Context: an optimization exercise on an open-source flow, tuned for small area, a short achievable clock period and few clock cycles. The choices shown serve that exercise and are no tape-out recipe. Function was checked by simulation only, so behaviour that the tests miss may differ from the original.

Setup of raven:
## css_disckey
module css_disckey (
    input  wire        clk,
    input  wire        rst,         
    input  wire        start,
    output wire        ready,
    output wire [8:0]  slot_addr,
    input  wire [39:0] slot_data,
    output wire        done,
    output wire        found,
    output wire [39:0] disc_key
);
    localparam [15:0] KL0_0 = 16'hDFDC;
    localparam [15:0] KL0_1 = 16'hDDFE;
    localparam [15:0] KL0_2 = 16'h7701;
    localparam [15:0] KL0_3 = 16'h3D3C;
    localparam [15:0] KL0_4 = 16'h6779;
    localparam [15:0] KL0_5 = 16'hCB55;
    localparam [15:0] KL0_6 = 16'hB240;
    localparam [15:0] KL0_7 = 16'h02FC;
    localparam [15:0] KL0_8 = 16'h75B3;
    localparam [15:0] KL0_9 = 16'hD75F;
    localparam [15:0] KL0_10 = 16'hB941;
    localparam [15:0] KL0_11 = 16'h2581;
    localparam [15:0] KL0_12 = 16'hC5DC;
    localparam [15:0] KL0_13 = 16'h148F;
    localparam [15:0] KL0_14 = 16'hD020;
  ...
export LEC_CHECK = 0
export ABC_AREA = 1
export CAP_MARGIN = 20
export CORE_MARGIN = 2
export CORE_UTILIZATION = 40
export PLACE_DENSITY = 0.6
export SETUP_SLACK_MARGIN = 3.1
export SLEW_MARGIN = 20
export SYNTH_HIERARCHICAL = 1
create_clock -name core_clock -period 6.0 [get_ports {clk}]
standard.sh (not shown) runs the stock make flow with config.mk's settings and CLKGATE_MAP_FILE= SYNTH_SCRIPT=/design/flow/synth_recipe.tcl, a recipe that flattens the netlist after the stock synthesis.
==> flow/flow/run.sh <==
#!/bin/bash
set -euo pipefail
export BUFFER_PORTS_ARGS="-buffer_cell sky130_fd_sc_hd__buf_2"
bash standard.sh > standard.log 2>&1
raven reached the final stage; the timing, design-rule and antenna checks on its layout passed.
Testbench counts of raven, summed over its fixed seeds: cycles 138,818.
> inputs changed (raven -> onyx)
diff --git a/flow/config.mk b/flow/config.mk
--- a/flow/config.mk
+++ b/flow/config.mk
@@ -8 +7,0 @@
-export ABC_AREA = 1
@@ -11,3 +10,3 @@
-export CORE_UTILIZATION = 40
-export PLACE_DENSITY = 0.6
-export SETUP_SLACK_MARGIN = 3.1
+export CORE_UTILIZATION = 50
+export PLACE_DENSITY = 0.7
+export SETUP_SLACK_MARGIN = 3.0
Results
On core utilization: onyx sits above raven.
The run showing the greater number of buffers inserted to repair setup after CTS is onyx.
The post-synthesis cell count in onyx sits about 40% below the value recorded for raven.
raven ended up with sky130_fd_sc_hd__xor2_1 as its cell at the slowest stage of the critical path; onyx ended up with sky130_fd_sc_hd__or3_1.
In the flow results for raven and onyx, the critical path depth is larger on raven.
The count of inverters not on the clock network in the layout in onyx is 0.11 times that in raven.
raven → onyx: signal arrival time at the worst endpoint went up 0.07 ns.
diff inputs: onyx => pepper
diff --git a/flow/config.mk b/flow/config.mk
--- a/flow/config.mk
+++ b/flow/config.mk
@@ -7,0 +8 @@
+export ABC_AREA = 1
@@ -12 +13 @@
-export SETUP_SLACK_MARGIN = 3.0
+export SETUP_SLACK_MARGIN = 3.2
Findings:
Compared with onyx, wire length of the first global-routing pass in pepper increased by more than a quarter. Placed standard-cell area of pepper exceeds that of onyx by more than 10%. onyx reports its end point of the critical path as r4e0[3]$_DFF_P_ while pepper reports r4e0[1]$_DFF_P_. Going from onyx to pepper, final standard cell count with taps included and fillers excluded grew by more than half. Summary: clock period minus worst slack, pepper better than onyx.
## Diff of input files: nickel against pepper
diff --git a/flow/config.mk b/flow/config.mk
--- a/flow/config.mk
+++ b/flow/config.mk
@@ -8 +7,0 @@
-export ABC_AREA = 1
@@ -11,3 +10,3 @@
-export CORE_UTILIZATION = 50
-export PLACE_DENSITY = 0.7
-export SETUP_SLACK_MARGIN = 3.2
+export CORE_UTILIZATION = 65
+export PLACE_DENSITY = 0.8
+export SETUP_SLACK_MARGIN = 3.1
==> run summary <==
- In the tables for pepper and nickel, non-clock buffer count reads lower with pepper.
- Sort pepper and nickel by multi-input combinational cell area asc -> top: nickel
- [nickel vs pepper] met3 usage in global routing: higher in nickel
- Mean number of vias per cell (higher): nickel
- Clock insertion delay at the later pin of the skew report of pepper is on par with nickel.
- Summary of nickel over pepper: overall via count from detail_route now smaller; maximum clock rate decreased about 8%; standard cell area after detailed placement went down by 12%; critical path depth decreased by 1 relative to the old numbers.


css_disckey again, from the RTL that the note above started with.
==> flow/design.v (excerpt) <==
module css_disckey (
    input  wire        clk,
    input  wire        rst,         
    input  wire        start,
    output wire        ready,
    output wire [8:0]  slot_addr,
    input  wire [39:0] slot_data,
    output wire        done,
    output wire        found,
    output wire [39:0] disc_key
);
Settings: LEC_CHECK=0, CAP_MARGIN=20, CORE_MARGIN=2, CORE_UTILIZATION=40, PLACE_DENSITY=0.6, SETUP_SLACK_MARGIN=3.4, SLEW_MARGIN=20, SYNTH_HIERARCHICAL=1; clock period 6.0 ns.
run.sh (not shown) runs the stock make flow with config.mk's settings and CLKGATE_MAP_FILE= SYNTH_SCRIPT=/design/flow/synth_recipe.tcl, a recipe that flattens the netlist after the stock synthesis.
Stock flow here: none of the scripts above is used.
Testbench counts at the start, summed over its fixed seeds: cycles 138,818.
Change:
- SETUP_SLACK_MARGIN: 3.4 -> 3.1
Result: The changed run passed the timing, design-rule and antenna checks; wire length is lower by 4.2%; clock-buffer cell count is higher by 7; design area is lower by 5.8%; cell count is lower by 2.8%; global-route usage is lower by 0.71 points.


Another version of the RTL of css_disckey (not shown whole).
Size in the first run: ~95 I/O pins, ~31000 um2 of cells after synthesis.
Settings: LEC_CHECK=0, CAP_MARGIN=20, CORE_MARGIN=2, CORE_UTILIZATION=40, PLACE_DENSITY=0.6, SETUP_SLACK_MARGIN=3.1, SLEW_MARGIN=20; clock period 6.0 ns.
The starting point completed without violations.
Testbench counts at the start, summed over its fixed seeds: cycles 138,818.
==> next run, changes <==
--- a/flow/config.mk
+++ b/flow/config.mk
@@ -11,3 +11,3 @@
 export PLACE_DENSITY = 0.6
-export SETUP_SLACK_MARGIN = 3.1
+export SETUP_SLACK_MARGIN = 2.5
 export SLEW_MARGIN = 20
Effect: The new run ran to the end with no violations; synthesized cell count stays the same; worst setup slack gets worse by 0.0094 ns; clock-buffer cell count rises by 2; sequential cell count stays the same; cell area falls by 5.2%; synthesized area is unchanged.
==> next run, changes <==
--- a/flow/config.mk
+++ b/flow/config.mk
@@ -7,2 +7,3 @@
 export LEC_CHECK = 0
+export ABC_AREA = 1
 export CAP_MARGIN = 20
What happened: The new run finished with timing, DRC and antenna clean; design area rises by 2.0%; setup slack gains 0.15 ns; cell count went up by 26%.

[afterwards: timing with drivers on the ports]
Ports are ideal in the flow. The routed layouts listed here were re-timed in OpenROAD. Step 1 sets driving cells, clkbuf_16 on the clock port and buf_2 on the other inputs (assumed; they add their load-dependent delay and slew). Step 2 moves the port delays by t, midway between the first and last clock arrival at a register: inputs arrive t later, outputs are due t later. That takes back most of the time a late clock gives input paths. Slacks: no drivers / after step 1 / after step 2; pairs: no drivers / after step 1.
run | t, ns | setup WS [ns] | worst setup path at the end | worst register clock-pin slew, ns
raven | 0.719 | 3.128 / 3.128 / 3.128 | register to register | 0.07 / 0.07
onyx | 0.696 | 3.045 / 3.045 / 2.938 | input to register | 0.07 / 0.07
pepper | 0.689 | 3.135 / 3.135 / 3.135 | register to register | 0.07 / 0.07
nickel | 0.669 | 2.886 / 2.886 / 2.886 | register to register | 0.07 / 0.07
the first run of note 2 | 0.688 | 3.050 / 3.050 / 2.862 | input to register | 0.07 / 0.07
the second run of note 2 | 0.706 | 2.982 / 2.982 / 2.664 | input to register | 0.07 / 0.07
the first run of note 3 | 0.679 | 2.520 / 2.520 / 2.520 | register to register | 0.07 / 0.07
the second run of note 3 | 0.686 | 2.510 / 2.510 / 2.510 | register to register | 0.08 / 0.08
the third run of note 3 | 0.691 | 2.660 / 2.660 / 2.660 | register to register | 0.07 / 0.07
After both steps every run listed still meets setup and hold. For the second run of note 2, which loses most, drivers alone change the setup slack by 0.000 ns; drivers and shift together by -0.318 ns.
